Source: an optimization exercise on an open RTL-to-GDS flow (aim: small area, a short achievable clock period and few clock cycles). Production flows keep margins and buffers that such runs may drop.
Function was checked by simulation only, so behaviour that the tests miss may differ from the original.
Power figures rest on the tool's default switching activity, not on a simulated workload.

$ cat flow/run.sh
#!/bin/bash
# synth_recipe.tcl (not shown) runs the flow's synth.tcl, then flattens the netlist and writes it again
# the make line also repeats each setting of config.mk as NAME=value (left out here)
make -C /OpenROAD-flow-scripts/flow DESIGN_CONFIG=/design/flow/config.mk WORK_HOME=/design/flow/orfs CLKGATE_MAP_FILE= SYNTH_SCRIPT=/design/flow/synth_recipe.tcl finish
$ cat flow/design.v
module icf_pwm_calc (
    input  wire        clk,
    input  wire        rst,
    input  wire        start,
    output reg         ready,
    input  wire [31:0] freq,       
    input  wire [31:0] clkbase,    
    input  wire [31:0] duty,       
    input  wire [31:0] phase,      
    input  wire        geom,       
    output reg         done,
    output wire [31:0] period,
    output wire [31:0] cmpa,
    output wire [31:0] phs
);
    localparam [19:0] MILLION = 20'd1000000;
    reg        s_p1, s_p2, s_div, s_last;
    reg [4:0]  cnt;              
    reg [31:0] rf;               
    reg [31:0] rd;               
    reg [31:0] rp;               
    reg        rg;               
    reg [63:0] x;                
    reg [19:0] r_q, r_h;         
    reg [31:0] g_q, g_h;         
    assign period = x[31:0];
    assign cmpa   = g_q;
    assign phs    = g_h;
    wire acc = start & ready;
    wire [31:0] cb     = x[63:32];
    wire        f_low  = rf[31] | (rf[30:10] == 21'd0 && rf[9:0] < 10'd1000);
    wire [30:0] f_cl   = f_low ? 31'd1000 : rf[30:0];
    wire [31:0] d_new  = rg ? {1'b0, f_cl} : {f_cl, 1'b0};
    wire [38:0] cb125  = {cb, 7'd0} - {6'd0, cb, 1'b0} - {7'd0, cb};
    wire [41:0] n_new  = {cb125, 3'd0};
    function [4:0] msb32(input [31:0] v);
        integer i;
        begin
            msb32 = 5'd0;
            for (i = 0; i < 32; i = i + 1)
                if (v[i]) msb32 = i[4:0];
        end
    endfunction
    wire [4:0] m_cb  = msb32(cb);
    wire [4:0] m_rf  = msb32({1'b0, rf[30:0]});
    wire [4:0] m_f   = (rf[31] || m_rf < 5'd9) ? 5'd9 : m_rf;
    wire [6:0] j_raw = {2'd0, m_cb} + 7'd10 - {2'd0, m_f} - {6'd0, ~rg};
    wire [4:0] j_new = (cb == 32'd0 || j_raw[6]) ? 5'd0 :
                       (j_raw[5]) ? 5'd31 : j_raw[4:0];
    wire        d_neg  = rd[31];
    wire        d_big  = (rd[30:20] != 11'd0) || (rd[19:0] > MILLION);
    wire [19:0] dc_new = d_neg ? MILLION : d_big ? 20'd0 : (MILLION - rd[19:0]);
    wire        p_neg  = rp[31];
    wire        p_big  = (rp[30:20] != 11'd0) || (rp[19:0] > MILLION);
    wire [19:0] ph_new = p_neg ? 20'd0 : p_big ? MILLION : rp[19:0];
    wire [63:0] x_al = {22'd0, x[41:0]} << (~cnt);
    wire [33:0] dv_diff = {1'b0, x[63:31]} - {2'b0, rf};
    wire        dv_ge   = ~dv_diff[33];
    wire [31:0] dv_rem  = dv_ge ? dv_diff[31:0] : x[62:31];
    wire [63:0] x_step  = {dv_rem, x[30:0], dv_ge};
    wire [31:0] p_out = rg ? (x[31:0] - 32'd1) : x[31:0];
    wire a       = x[0];
    wire asym_l  = s_last & rg;
    wire [19:0] dcq = rd[19:0];
    wire [19:0] phh = rp[19:0];
    wire [21:0] sq   = {1'b0, r_q, 1'b0} + (a ? {2'd0, dcq} : 22'd0);
    wire        q_ge1 = sq >= 22'd1000000;
    wire        q_ge2 = sq >= 22'd2000000;
    wire [21:0] sq_m1 = sq - 22'd1000000;
    wire [21:0] sq_m2 = sq - 22'd2000000;
    wire [19:0] rq_n  = q_ge2 ? sq_m2[19:0] : q_ge1 ? sq_m1[19:0] : sq[19:0];
    wire [31:0] gq_p1 = g_q + 32'd1;
    wire [31:0] gq_m1 = g_q - 32'd1;
    wire        gq_z  = (g_q == 32'd0);
    wire        q_dm1 = asym_l & ~q_ge1;
    wire        q_d2  = ~asym_l & q_ge2;
    wire        q_lsb = asym_l ? ~(q_ge1 & ~q_ge2) : (q_ge1 & ~q_ge2);
    wire        q_zero = q_dm1 & gq_z & ~((r_q == 20'd0) & (~a | (dcq == 20'd0)));
    wire [31:0] gq_n  = q_zero ? 32'd0 :
                        q_dm1 ? {gq_m1[30:0], 1'b1} :
                        q_d2  ? {gq_p1[30:0], 1'b0} :
                                {g_q[30:0], q_lsb};
    wire        h_neg = asym_l & ~a;
    wire [22:0] sh    = {2'b0, r_h, 1'b0} +
                        (h_neg ? ({3'b111, ~phh} + 23'd1) : ((a & ~asym_l) ? {3'd0, phh} : 23'd0));
    wire        h_lt0 = sh[22];
    wire        h_ge1 = ~h_lt0 & (sh[21:0] >= 22'd1000000);
    wire        h_ge2 = ~h_lt0 & (sh[21:0] >= 22'd2000000);
    wire [22:0] sh_m1 = sh - 23'd1000000;
    wire [22:0] sh_m2 = sh - 23'd2000000;
    wire [19:0] rh_n  = h_ge2 ? sh_m2[19:0] : h_ge1 ? sh_m1[19:0] : sh[19:0];
    wire [31:0] gh_p1 = g_h + 32'd1;
    wire [31:0] gh_m1 = g_h - 32'd1;
    wire        gh_z  = (g_h == 32'd0);
    wire        h_zero = h_lt0 & gh_z & ~((r_h == 20'd0) & (phh == MILLION));
    wire [31:0] gh_n  = h_zero ? 32'd0 :
                        h_lt0 ? {gh_m1[30:0], 1'b1} :
                        h_ge2 ? {gh_p1[30:0], 1'b0} :
                                {g_h[30:0], h_ge1};
    always @(posedge clk) begin
        if (rst) begin
            ready  <= 1'b1;
            s_p1   <= 1'b0;
            s_p2   <= 1'b0;
            s_div  <= 1'b0;
            s_last <= 1'b0;
            done   <= 1'b0;
        end else begin
            s_p1   <= acc;
            s_p2   <= s_p1;
            s_div  <= s_p2 | (s_div & (cnt != 5'd0));
            s_last <= s_div & (cnt == 5'd0);
            ready  <= (s_div & (cnt == 5'd0)) | (ready & ~start);
            done   <= s_last;
        end
    end
    always @(posedge clk) begin
        if (ready) begin
            rf <= freq;
            rd <= duty;
            rp <= phase;
            rg <= geom;
        end else if (s_p1) begin
            rf <= d_new;
            rd[19:0] <= dc_new;
            rp[19:0] <= ph_new;
        end
        if (ready)
            x <= {clkbase, p_out};
        else if (s_p1)
            x <= {22'd0, n_new};
        else if (s_p2)
            x <= x_al;
        else
            x <= x_step;
        if (s_p1)
            cnt <= j_new;
        else if (s_div)
            cnt <= cnt - 5'd1;
        if (s_p2) begin
            r_q <= 20'd0;
            g_q <= 32'd0;
            r_h <= 20'd0;
            g_h <= 32'd0;
        end else begin
            r_q <= rq_n;
            g_q <= gq_n;
            r_h <= rh_n;
            g_h <= gh_n;
        end
    end
endmodule
$ cat flow/config.mk
export PLATFORM = sky130hd
export DESIGN_NAME = icf_pwm_calc
export DESIGN_NICKNAME = icf_pwm_calc
export VERILOG_FILES = /design/flow/design.v
export SDC_FILE = /design/flow/constraint.sdc
export NUM_CORES = 4
export LEC_CHECK = 0
export CAP_MARGIN = 20
export CORE_MARGIN = 2
export CORE_UTILIZATION = 40
export SLEW_MARGIN = 20
$ cat flow/constraint.sdc
create_clock -name core_clock -period 15.0 [get_ports {clk}]
set_input_delay 3.0000 -clock core_clock [delete_from_list [all_inputs] [get_ports {clk}]]
set_output_delay 3.0000 -clock core_clock [all_outputs]
set_load 0.01 [all_outputs]
==> impl_metrics.json, run 1 <==
{
  "synth_nets": 3446,
  "outcome": "no timing/DRC/antenna violations",
  "totalWireLength_um": 89700,
  "synthTopCellsByCount": "nor2_1 (304), nand2_1 (254), a21oi_1 (191)",
  "instances_no_fill": 4145,
  "path_cells": "buf_4 -> and2_1 -> nand2_1 -> o21ai_0 -> ha_1 -> a211oi_2 -> o21bai_1 -> a21oi_1 -> xnor2_1 -> inv_1 -> ha_1 -> o21ai_0 -> nor4bb_1 -> o41a_1 -> o211ai_2 -> a21boi_2 -> a31oi_1 -> or3_1 -> a21oi_1",
  "synth_area_leaders": "edfxtp_1 (16%), dfxtp_1 (11%), ha_1 (7.5%), nor2_1 (4.4%), xnor2_1 (4.4%)",
  "rsz0062_at_grt": "false",
  "hold_violations": 0,
  "drive_gt1_frac": 0.0653,
  "synth_edf_count": 134,
  "grtUsageTotal": 0.261,
  "synth-compound-area-share": 0.237,
  "synth_top_family_by_area": "compound AO/OA/AOI/OAI gates",
  "required_ns": 15.51,
  "placed_cell_area_mm2": 0.0289,
  "dieArea_mm2": 0.0669,
  "worstMarginPinSlew_ns": 1.02,
  "grt_start_max_net_pins": 195,
  "yosysUniqueCellTypes": 106,
  "clkTransAtPathRegs_ns": 0.06,
  "rrSetupSlack_ns": 8.91,
  "hp-class": "reg2reg",
  "fin_crit_sh": 0.406,
  "clock-skew-final_ns": 0.0206,
  "drt_iter0_drc": 2340,
  "endpoint_kind": "flip-flop",
  "fp-row-count": 93,
  "fmax_ghz": 0.164,
  "start_util": 0.404,
  "dieHeight_um": 259,
  "synth_warnings": 1,
  "p_leak_nw": 11.8,
  "portBuffers": 229,
  "cts_tree": "done",
  "fin_area_mm2": 0.0301,
  "cts_made_buffers": 38,
  "cts_max_level": 2,
  "ys.flop_type": "dfxtp_1",
  "post_drt_wl_per_cell_um": 21.6,
  "ys_seq_area_frac": 0.265,
  "synth-seq-cells": 276,
  "cts_root_buf": "clkbuf_16",
  "setup-tns-final_ns": 0,
  "synth.most_common_cell": "nor2_1",
  "muxShareOfSynthArea": 0.0730,
  "vias": 25200,
  "maxSlewHeadroom": 0.319,
  "cpPeakStageDelay_ns": 0.65,
  "period_minus_slack_ns": 6.09,
  "peakVddDrop_mv": 0.105,
  "setup_viol": 0,
  "viasPerCell": 6.09,
  "die_w_um": 259,
  "clk-insertion-delay-late_ns": 0.58,
  "synth-xor-area-share": 0.0688,
  "antenna_cells": 0,
  "ant_nets": 0,
  "max_cap_viol_count": 0,
  "pin_count": 230,
  "worst-path-max-fanout": 43,
  "core_region_area_mm2": 0.0642,
  "cts_hold_buffers": 0,
  "synthSimpleGateAreaFrac": 0.210,
  "firstDrtPassIters": 5,
  "yosys.area.top_type_share": 0.155,
  "synthArstFlopShare": 0,
  "fin_util": 0.469,
  "netlist_instances": 3127,
  "cts.repair_timing.setup_buffer_count": 0,
  "drc": 0,
  "power_density_mw_per_mm2": 190,
  "fin_nets": 3581,
  "grt_pass1_vias": 24100,
  "clock_sinks": 276,
  "antenna_found_initial": 4,
  "grt-ovfl-total": 0,
  "arrival_ns": 6.59,
  "place_inst": 4077,
  "place.gp.congestion": 0.970,
  "cts_resized": 0,
  "grt_pass1_wl_um": 139000,
  "start_kind": "flip-flop",
  "syn-cell-area_mm2": 0.0259,
  "synth_area_per_cell_um2": 8.30,
  "clk_path_buf_depth": 3,
  "crit_slowest_cell": "a21boi_2",
  "crit_family": "compound AO/OA/AOI/OAI gates",
  "areaGrowthSynthToFinish_pct": 16.2,
  "yosysTopAreaCell": "edfxtp_1",
  "dp_hpwl_um": 68300,
  "path_class": "reg2reg",
  "cp_num_buf_inv": 2,
  "drv_slew": 0,
  "synth_fa_ha_area_frac": 0.0995
}
==> layer usage <==
layer / wire length [um] / track usage / share of wire
met1: 37600 / 0.334 / 0.42
met2: 43000 / 0.448 / 0.48
met3: 6130 / 0.0416 / 0.068
met4: 2880 / 0.0832 / 0.032
met5: 88 / 0 / 0.00098
==> path summary, 6_finish.rpt <==
path,start,to,cells after the start
max reg2reg,rg,g_h[27],19
min reg2reg,g_q[28],g_q[29],2
min,g_q[28],g_q[29],2
max,rg,g_h[27],19
==> registers in the layout (all words and copies together), names as in the netlist <==
signal and flops:
done 1, s_last 1, cnt 5, rf 32, x 64, rg 1
rp 32, rd 32, s_p2 1, s_div 1, r_q 20, s_p1 1
r_h 20, g_h 32, g_q 32, ready 1
==> where the power goes <==
part	switching (W)	internal [W]
Combinational	0.00208	0.00147
Clock	0.000373	0.000521
Sequential	0.000294	0.000999
Total	0.00274	0.00298
==> layout make-up <==
class	count	area [um2]
fill	6230	34100
multi-input combinational	2533	17900
sequential	276	6880
timing repair buffer	254	2490
tap	855	1070
clock buffer	48	1020
inverter	159	597
clock inverter	20	199
==> placed cells by master (no fill, tap or decap), drive strengths merged, types with 15 or more instances in the layout <==
cell | synthesis | final
dfxtp | 142 | 142
o22ai | 22 | 22
a211oi | 64 | 64
a22o | 15 | 15
xnor2 | 130 | 130
o21ai | 186 | 186
inv | 157 | 161
or2 | 16 | 16
nor4 | 55 | 55
edfxtp | 134 | 134
a21o | 60 | 60
a31oi | 35 | 35
a21oi | 192 | 192
mux2i | 88 | 88
o211ai | 38 | 38
a32oi | 15 | 15
clkdlybuf4s50 | 0 | 229
or4 | 17 | 17
nor3 | 82 | 82
and2 | 55 | 55
o21a | 25 | 25
and4 | 15 | 15
o31ai | 37 | 37
nor2 | 305 | 305
xor2 | 70 | 70
nand2b | 32 | 32
nand3 | 92 | 92
mux2 | 36 | 36
buf | 40 | 25
mux4 | 27 | 27
nand2 | 255 | 255
o21bai | 20 | 20
a22oi | 16 | 16
nand4 | 41 | 41
ha | 155 | 155
clkbuf | 119 | 48
nor2b | 21 | 21
and3 | 39 | 39
fa | 32 | 32
or3 | 48 | 48
==> worst min-delay path, cell delays in order, from the launching register on <==
cell	delay [ns]
dfxtp_1	0.34
nand2_1	0.07
mux2i_1	0.06
==> logic make-up (layout without fill, tap and decap cells) <==
group,after synthesis,in the layout
AOI/OAI and AO/OA,894,894
DFF,276,276
adders and majority gates,187,187
buffers and inverters,318,481
muxes,151,151
and+or+nand+nor,1101,1101
xor gates and xnor gates,200,200
==> metrics by stage <==
step	total power, W	hold WS [ns]	worst slack (ns)
final	0.00573	0.510	8.91
after global routing	0.00614	0.547	8.39
after CTS	0.00570	0.513	8.71
after detailed placement	0.00477	0.489	8.78
after global placement	0.00472	0.499	8.83
after floorplan	0.00377	0.470	10.19
Testbench counts, summed over its fixed seeds: cycles 16,731.
==> run 2, diff against run 1 <==
--- a/flow/design.v
+++ b/flow/design.v
@@ -18,6 +18,8 @@
     reg [4:0]  cnt;              
     reg [31:0] rf;               
-    reg [31:0] rd;               
-    reg [31:0] rp;               
+    reg [21:0] rd;               
+    reg [21:0] rp;               
+    reg        qa;               
+    reg        lq;               
     reg        rg;               
     reg [63:0] x;                
@@ -48,9 +50,9 @@
     wire [4:0] j_new = (cb == 32'd0 || j_raw[6]) ? 5'd0 :
                        (j_raw[5]) ? 5'd31 : j_raw[4:0];
-    wire        d_neg  = rd[31];
-    wire        d_big  = (rd[30:20] != 11'd0) || (rd[19:0] > MILLION);
+    wire        d_neg  = rd[21];
+    wire        d_big  = rd[20] || (rd[19:0] > MILLION);
     wire [19:0] dc_new = d_neg ? MILLION : d_big ? 20'd0 : (MILLION - rd[19:0]);
-    wire        p_neg  = rp[31];
-    wire        p_big  = (rp[30:20] != 11'd0) || (rp[19:0] > MILLION);
+    wire        p_neg  = rp[21];
+    wire        p_big  = rp[20] || (rp[19:0] > MILLION);
     wire [19:0] ph_new = p_neg ? 20'd0 : p_big ? MILLION : rp[19:0];
     wire [63:0] x_al = {22'd0, x[41:0]} << (~cnt);
@@ -60,13 +62,17 @@
     wire [63:0] x_step  = {dv_rem, x[30:0], dv_ge};
     wire [31:0] p_out = rg ? (x[31:0] - 32'd1) : x[31:0];
-    wire a       = x[0];
-    wire asym_l  = s_last & rg;
+    wire a       = qa;
+    wire asym_l  = lq;
     wire [19:0] dcq = rd[19:0];
     wire [19:0] phh = rp[19:0];
-    wire [21:0] sq   = {1'b0, r_q, 1'b0} + (a ? {2'd0, dcq} : 22'd0);
-    wire        q_ge1 = sq >= 22'd1000000;
-    wire        q_ge2 = sq >= 22'd2000000;
-    wire [21:0] sq_m1 = sq - 22'd1000000;
-    wire [21:0] sq_m2 = sq - 22'd2000000;
+    localparam [22:0] NEG1M = 23'h70BDC0;    
+    localparam [22:0] NEG2M = 23'h617B80;    
+    wire [22:0] uq    = {2'b0, r_q, 1'b0};
+    wire [22:0] xq    = a ? {3'd0, dcq} : 23'd0;
+    wire [22:0] sq    = uq + xq;
+    wire [22:0] sq_m1 = uq + xq + NEG1M;
+    wire [22:0] sq_m2 = uq + xq + NEG2M;
+    wire        q_ge1 = ~sq_m1[22];
+    wire        q_ge2 = ~sq_m2[22];
     wire [19:0] rq_n  = q_ge2 ? sq_m2[19:0] : q_ge1 ? sq_m1[19:0] : sq[19:0];
     wire [31:0] gq_p1 = g_q + 32'd1;
@@ -81,12 +87,13 @@
                         q_d2  ? {gq_p1[30:0], 1'b0} :
                                 {g_q[30:0], q_lsb};
-    wire        h_neg = asym_l & ~a;
-    wire [22:0] sh    = {2'b0, r_h, 1'b0} +
-                        (h_neg ? ({3'b111, ~phh} + 23'd1) : ((a & ~asym_l) ? {3'd0, phh} : 23'd0));
+    wire [22:0] uh    = {2'b0, r_h, 1'b0};
+    wire        hn    = asym_l & ~a;
+    wire [22:0] xh    = hn ? {3'b111, ~phh} : (a & ~asym_l) ? {3'd0, phh} : 23'd0;
+    wire [22:0] sh    = uh + xh + {22'd0, hn};
+    wire [22:0] sh_m1 = uh + xh + (NEG1M + {22'd0, hn});
+    wire [22:0] sh_m2 = uh + xh + (NEG2M + {22'd0, hn});
     wire        h_lt0 = sh[22];
-    wire        h_ge1 = ~h_lt0 & (sh[21:0] >= 22'd1000000);
-    wire        h_ge2 = ~h_lt0 & (sh[21:0] >= 22'd2000000);
-    wire [22:0] sh_m1 = sh - 23'd1000000;
-    wire [22:0] sh_m2 = sh - 23'd2000000;
+    wire        h_ge1 = ~h_lt0 & ~sh_m1[22];
+    wire        h_ge2 = ~h_lt0 & ~sh_m2[22];
     wire [19:0] rh_n  = h_ge2 ? sh_m2[19:0] : h_ge1 ? sh_m1[19:0] : sh[19:0];
     wire [31:0] gh_p1 = g_h + 32'd1;
@@ -118,6 +125,6 @@
         if (ready) begin
             rf <= freq;
-            rd <= duty;
-            rp <= phase;
+            rd <= {duty[31], duty[30:20] != 11'd0, duty[19:0]};
+            rp <= {phase[31], phase[30:20] != 11'd0, phase[19:0]};
             rg <= geom;
         end else if (s_p1) begin
@@ -134,4 +141,6 @@
         else
             x <= x_step;
+        qa <= s_div & dv_ge;
+        lq <= s_div & (cnt == 5'd0) & rg;
         if (s_p1)
             cnt <= j_new;
==> run 2 against run 1 <==
  * Maximum frequency fell by 8.9%
  * Still clean
  * Sequential power decreased by 7%
  * Utilization about the same
==> impl_metrics.json, run 2 <==
{
  "fp-row-count": 91,
  "post_drt_wl_per_cell_um": 22.4,
  "synth_edf_count": 114,
  "fin_area_mm2": 0.0289,
  "setup-tns-final_ns": 0,
  "cts_tree": "done",
  "grtUsageTotal": 0.271,
  "dp_hpwl_um": 67500,
  "clk_path_buf_depth": 3,
  "synth_area_leaders": "edfxtp_1 (14%), dfxtp_1 (12%), ha_1 (7.5%), nor2_1 (4.3%), xnor2_1 (4.3%)",
  "p_sw_w": 0.00228,
  "pin_count": 230,
  "synth-xor-area-share": 0.0723,
  "dpl_worst_slack_ns": 8.44,
  "muxShareOfSynthArea": 0.0789,
  "vias": 24400,
  "yosysUniqueCellTypes": 103,
  "clock-skew-final_ns": 0.0202,
  "required_ns": 15.49,
  "drv_slew": 0,
  "synth_area_per_cell_um2": 8.21,
  "fin_nets": 3468,
  "power_frac_comb": 0.576,
  "worstMarginPinSlew_ns": 1.10,
  "areaGrowthSynthToFinish_pct": 16.3,
  "fmax_ghz": 0.150,
  "fin_crit_sh": 0.446,
  "cts_hold_buffers": 0,
  "worst-path-max-fanout": 24,
  "synth_fa_ha_area_frac": 0.101,
  "grt-ovfl-total": 0,
  "cts_root_buf": "clkbuf_16",
  "outcome": "no timing/DRC/antenna violations",
  "drt_iter0_drc": 2022,
  "grt_pass1_vias": 23300,
  "dieHeight_um": 253,
  "hold_violations": 0,
  "place_inst": 3907,
  "synth_warnings": 1,
  "cts_made_buffers": 36,
  "grt_pass1_wl_um": 136000,
  "rsz0062_at_grt": "false",
  "core_region_area_mm2": 0.0615,
  "synthTopCellsByCount": "nor2_1 (287), nand2_1 (264), a21oi_1 (200)",
  "place.gp.congestion": 0.977,
  "clock_sinks": 258,
  "power_density_mw_per_mm2": 169,
  "start_util": 0.404,
  "layout_commonest_cell": "nor2_1",
  "clkTransAtPathRegs_ns": 0.06,
  "p_int_w": 0.00259,
  "cts_resized": 0,
  "synth_nets": 3337,
  "dieArea_mm2": 0.0640,
  "endpoint_kind": "flip-flop",
  "setup_viol": 0,
  "totalWireLength_um": 88800,
  "largest_reg_flops": 64,
  "die_w_um": 253,
  "setup_slack_ns": 8.32,
  "final_cell_mix": "nor2_1 (284), nand2_1 (264), clkdlybuf4s50_1 (229)",
  "maxSlewHeadroom": 0.265,
  "instances_no_fill": 3972,
  "synthArstFlopShare": 0,
  "ant_nets": 0,
  "synth-compound-area-share": 0.240,
  "path_class": "reg2reg",
  "placed_cell_area_mm2": 0.0277,
  "period_minus_slack_ns": 6.68,
  "synth.most_common_cell": "nor2_1",
  "netlist_instances": 3024,
  "antenna_cells": 0,
  "synth-seq-cells": 258,
  "drive_gt1_frac": 0.0647,
  "yosysTopAreaCell": "edfxtp_1",
  "portBuffers": 229,
  "synth_top_family_by_area": "compound AO/OA/AOI/OAI gates",
  "ys.flop_type": "dfxtp_1",
  "cts_max_level": 2,
  "drc": 0,
  "switching_share": 0.468,
  "start_kind": "flip-flop",
  "cts.repair_timing.setup_buffer_count": 0,
  "ys_seq_area_frac": 0.254,
  "antenna_found_initial": 0,
  "peakVddDrop_mv": 0.108,
  "clk-insertion-delay-late_ns": 0.56,
  "syn-cell-area_mm2": 0.0248,
  "grt_start_max_net_pins": 159,
  "arrival_ns": 7.17,
  "hp-class": "reg2reg",
  "viasPerCell": 6.15,
  "max_cap_viol_count": 0,
  "firstDrtPassIters": 6,
  "yosys.area.top_type_share": 0.138,
  "largest_register": "x",
  "seq_power_share": 0.246,
  "power_frac_clock": 0.179,
  "p_leak_nw": 11.4,
  "synthSimpleGateAreaFrac": 0.205
}
run 2: cell count changes after synthesis, moves of 12 or more:
cell      delta
inv_1       -12
or3_1       -21
a31oi_1     -15
xor2_1      +14
edfxtp_1    -20
nor2_1      -17
nand3_1     -15
run 2: kinds of logic (layout without fill, tap and decap cells):
| group | Yosys count | in the layout |
|---|---|---|
| AO/OA/AOI/OAI | 881 | 881 |
| buffers and inverters | 310 | 468 |
| adder cells (fa/ha/maj) | 181 | 181 |
| AND/OR/NAND/NOR | 1041 | 1041 |
| XOR/XNOR | 204 | 204 |
| multiplexers | 149 | 149 |
| flip-flops | 258 | 258 |
run 2: layer usage:
layer / track usage / part of all wire / up-vias
met5: 0 / 0 / -
li1: - / - / 11500
met1: 0.359 / 0.43 / 11800
met4: 0.0928 / 0.035 / 0
met2: 0.450 / 0.47 / 973
met3: 0.0380 / 0.067 / 160
run 2: path summary, 6_finish.rpt:
| check | start | to | slack [ns] | cells past startpoint |
|---|---|---|---|---|
| max reg2reg | qa | r_h[10] | 8.32 | 17 |
| max | qa | r_h[10] | 8.32 | 17 |
| min | s_last | done | 0.44 | 1 |
| min reg2reg | s_last | done | 0.44 | 1 |
run 2: final cells by class:
type                            count  area (um2)
Sequential cell                   258        6310
Clock buffer                       51        1060
Timing Repair Buffer              255        2500
Tap cell                          790         988
Inverter                          148         556
Fill cell                        6102       32600
Clock inverter                     14         108
Multi-Input combinational cell   2456       17300
run 2: per-stage QoR:
step	hold WS (ns)	util	total power (W)
after floorplan	0.414	-	0.00306
after global placement	0.428	0.450	0.00391
after detailed placement	0.442	0.450	0.00395
after CTS	0.443	0.469	0.00483
after global routing	0.464	0.469	0.00519
final	0.443	0.469	0.00487
run 2: power groups by stage:
stage | Sequential, W | Combinational [W] | Clock (W)
3_3_place_gp | 0.00120 | 0.00271 | 0
4_1_cts | 0.00119 | 0.00276 | 0.000883
3_5_place_dp | 0.00120 | 0.00274 | 0
2_1_floorplan | 0.00111 | 0.00195 | 0
5_1_grt | 0.00122 | 0.00307 | 0.000907
6_report | 0.00120 | 0.00280 | 0.000871
run 2: worst max-delay path, cell delays in order (launching register included):
cell and delay (ns):
dfxtp_1 0.51, nand2b_1 0.67, o21ai_0 0.37, ha_1 0.24, inv_1 0.06, fa_1 0.40, and2b_1 0.26, o221a_4 0.25
o2111ai_1 0.22, o211ai_1 0.36, xor2_1 0.29, nand4_1 0.19, or2_2 0.36, nor4_4 0.82, nand2b_1 0.73, mux2_2 0.42
or3_1 0.30, a21oi_1 0.13
Testbench counts of run 2, summed over its fixed seeds: cycles 16,731.
==> run 3, diff against run 2 <==
==> flow/flow/run.sh (new file) <==
#!/bin/bash
# Standard ORFS layout (the standard.sh, standard synthesis unchanged), with
# timing repair asked to leave a setup slack margin, so that repair_timing works
# on the paths that set the achieved clock period. The SDC is not changed.
set -euo pipefail
export SETUP_SLACK_MARGIN=10
bash standard.sh > orfs_flow.log 2>&1
==> flow/standard.sh (new file) <==
#!/bin/bash
# synth_recipe.tcl (not shown) runs the flow's synth.tcl, then flattens the netlist and writes it again
# the make line also repeats each setting of config.mk as NAME=value (left out here)
make -C /OpenROAD-flow-scripts/flow DESIGN_CONFIG=/design/flow/config.mk WORK_HOME=/design/flow/orfs CLKGATE_MAP_FILE= SYNTH_SCRIPT=/design/flow/synth_recipe.tcl "${@:-finish}"
removed: flow/run.sh
==> run 3 against run 2 <==
  * Sequential power hardly changed
  * Still clean on timing, DRC and antenna
  * Non-clock buffer count grew 42
  * Design area is 2.5% higher
==> impl_metrics.json, run 3 <==
{
  "endpoint_kind": "output port",
  "yosys.area.top_type_share": 0.138,
  "synth_area_leaders": "edfxtp_1 (14%), dfxtp_1 (12%), ha_1 (7.5%), nor2_1 (4.3%), xnor2_1 (4.3%)",
  "cpPeakStageDelay_ns": 0.63,
  "viasPerCell": 6.16,
  "fin_util": 0.481,
  "synth_area_per_cell_um2": 8.21,
  "synth.most_common_cell": "nor2_1",
  "worst-path-max-fanout": 34,
  "netlist_instances": 3024,
  "worstMarginPinSlew_ns": 1.03,
  "synth_nets": 3337,
  "clk-insertion-delay-late_ns": 0.57,
  "cts_made_buffers": 36,
  "antenna_cells": 0,
  "yosysTopAreaCell": "edfxtp_1",
  "power_density_mw_per_mm2": 168,
  "cts_root_buf": "clkbuf_16",
  "outcome": "no timing/DRC/antenna violations",
  "p_leak_nw": 11.7,
  "setup_slack_ns": 10.14,
  "firstDrtPassIters": 7,
  "layout_commonest_cell": "nor2_1",
  "synthArstFlopShare": 0,
  "ys_seq_area_frac": 0.254,
  "hold_start": "s_last",
  "setup-tns-final_ns": 0,
  "peakVddDrop_mv": 0.109,
  "crit_family": "flip-flops",
  "fin_area_mm2": 0.0296,
  "fin_crit_sh": 0.324,
  "start_kind": "flip-flop",
  "fmax_ghz": 0.206,
  "grt_pass1_vias": 23400,
  "dp_hpwl_um": 67500,
  "yosysUniqueCellTypes": 103,
  "synth_warnings": 1,
  "synth-seq-cells": 258,
  "dieHeight_um": 253,
  "grt-ovfl-total": 0,
  "grt_start_max_net_pins": 159,
  "grt_use_met3": 0.0361,
  "clkTransAtPathRegs_ns": 0.06,
  "die_w_um": 253,
  "hp-class": "reg2reg",
  "antenna_found_initial": 0,
  "cts_hold_buffers": 0,
  "path_class": "reg2out",
  "maxSlewHeadroom": 0.313,
  "met2_usage": 0.455,
  "cp_num_buf_inv": 1,
  "clock_sinks": 258,
  "placed_cell_area_mm2": 0.0277,
  "crit_slowest_cell": "dfxtp_4",
  "max_cap_viol_count": 0,
  "cts_tree": "done",
  "grt_pass1_wl_um": 138000,
  "fp-row-count": 91,
  "final_cell_mix": "nor2_1 (284), nand2_1 (264), clkdlybuf4s50_1 (229)",
  "use_met1": 0.363,
  "areaGrowthSynthToFinish_pct": 19.2,
  "grtUsageTotal": 0.273,
  "largest_reg_flops": 64,
  "ys.flop_type": "dfxtp_1",
  "portBuffers": 229,
  "r2r-start": "x[35]",
  "largest_register": "x",
  "drc": 0,
  "cts_max_level": 2,
  "place.gp.congestion": 0.977,
  "totalPowerFinal_w": 0.00497,
  "drt_iter0_drc": 1975,
  "post_drt_wl_per_cell_um": 22.5,
  "rsz0062_at_grt": "true",
  "setup_viol": 0,
  "syn-cell-area_mm2": 0.0248,
  "drv_slew": 0,
  "ant_nets": 0,
  "hold_violations": 0,
  "synth_edf_count": 114,
  "dieArea_mm2": 0.0640,
  "synthTopCellsByCount": "nor2_1 (287), nand2_1 (264), a21oi_1 (200)",
  "start_util": 0.404,
  "pin_count": 230,
  "totalWireLength_um": 90200,
  "arrival_ns": 1.86,
  "required_ns": 12.00,
  "path_cells": "clkdlybuf4s50_1",
  "vias": 24700,
  "cp-startpoint": "ready",
  "core_region_area_mm2": 0.0615,
  "clock-skew-final_ns": 0.0268,
  "dpl_worst_slack_ns": 8.44,
  "period_minus_slack_ns": 4.86,
  "fin_nets": 3511,
  "grt.busiest_layer": "met2",
  "clk_path_buf_depth": 3,
  "drive_gt1_frac": 0.0924
}
-- run 3: changes by cell type in the layout (fill, tap and decap cells not counted), sizes merged --
| cell | previous run | this run |
|---|---|---|
| a31o | 5 | 6 |
| buf | 26 | 68 |
-- run 3: repair_timing --
| action | CTS | global route |
|---|---|---|
| pin swaps | 10 | 14 |
| setup buffers | 15 | 26 |
| endpoints found under the setup margin | 94 | 108 |
| gates resized for setup | 26 | 54 |
| gates cloned | 1 | 1 |
-- run 3: area by class of cell --
class                           count  area (um2)
Clock buffer                       51        1060
Sequential cell                   258        6320
Tap cell                          790         988
Timing Repair Buffer              297        2860
Clock inverter                     14         108
Multi-Input combinational cell   2457       17700
Inverter                          148         556
Fill cell                        6051       31900
-- run 3: worst paths after layout --
path         endpoint  slack (ns)  cells past startpoint
min reg2reg      done        0.44                      1
max reg2reg    cnt[4]       10.16                     18
max             ready       10.14                      1
min              done        0.44                      1
-- run 3: kinds of logic after synthesis --
group | share of synthesized area
muxes | 0.0789
buffers and inverters | 0.0488
adders and majority gates | 0.101
and+or+nand+nor | 0.205
AOI/OAI and AO/OA | 0.240
DFF | 0.254
xor gates and xnor gates | 0.0723
-- run 3: through the flow --
stage / instances / hold WS (ns)
after CTS: 3988 / 0.443
final: 4015 / 0.438
after global routing: 4015 / 0.464
after floorplan: 3024 / 0.414
after detailed placement: 3907 / 0.442
after global placement: 3907 / 0.428
-- run 3: metal layers --
layer	vias to the layer above	part of all wire
li1	11600	-
met1	11900	0.43
met4	0	0.034
met2	1062	0.47
met5	-	0
met3	171	0.069
-- run 3: report_power, final --
part           total (W)  internal (W)  switching, W
sequential       0.00120      0.000915      0.000282
clock           0.000873      0.000511      0.000362
combinational    0.00290       0.00122       0.00169

## port drivers added, routing unchanged
In the flow no input, the clock included, has a driving cell. The finished layouts below were timed again as built, in two steps.
Step 1 (the two cells are an assumption about what drives the block):
set clk [get_ports {clk}]
set_driving_cell -lib_cell sky130_fd_sc_hd__clkbuf_16 $clk
set_driving_cell -lib_cell sky130_fd_sc_hd__buf_2 [delete_from_list [all_inputs] $clk]
Step 2, shift: input delay + t, output delay - t, t = (earliest + latest rising clock arrival at the registers) / 2. This alone moves slack from input paths to output paths.
Slacks: ideal ports / drivers / drivers and shift; pairs: ideal ports / drivers.
run | t (ns) | slack for setup (ns) | latest minus earliest clock arrival (ns)
run 1 | 0.633 | 8.915 / 8.915 / 8.915 | 0.021 / 0.021
run 2 | 0.617 | 8.317 / 8.317 / 8.317 | 0.022 / 0.021
run 3 | 0.624 | 10.140 / 10.075 / 10.158 | 0.028 / 0.028
After both steps setup and hold are still met in every run listed.
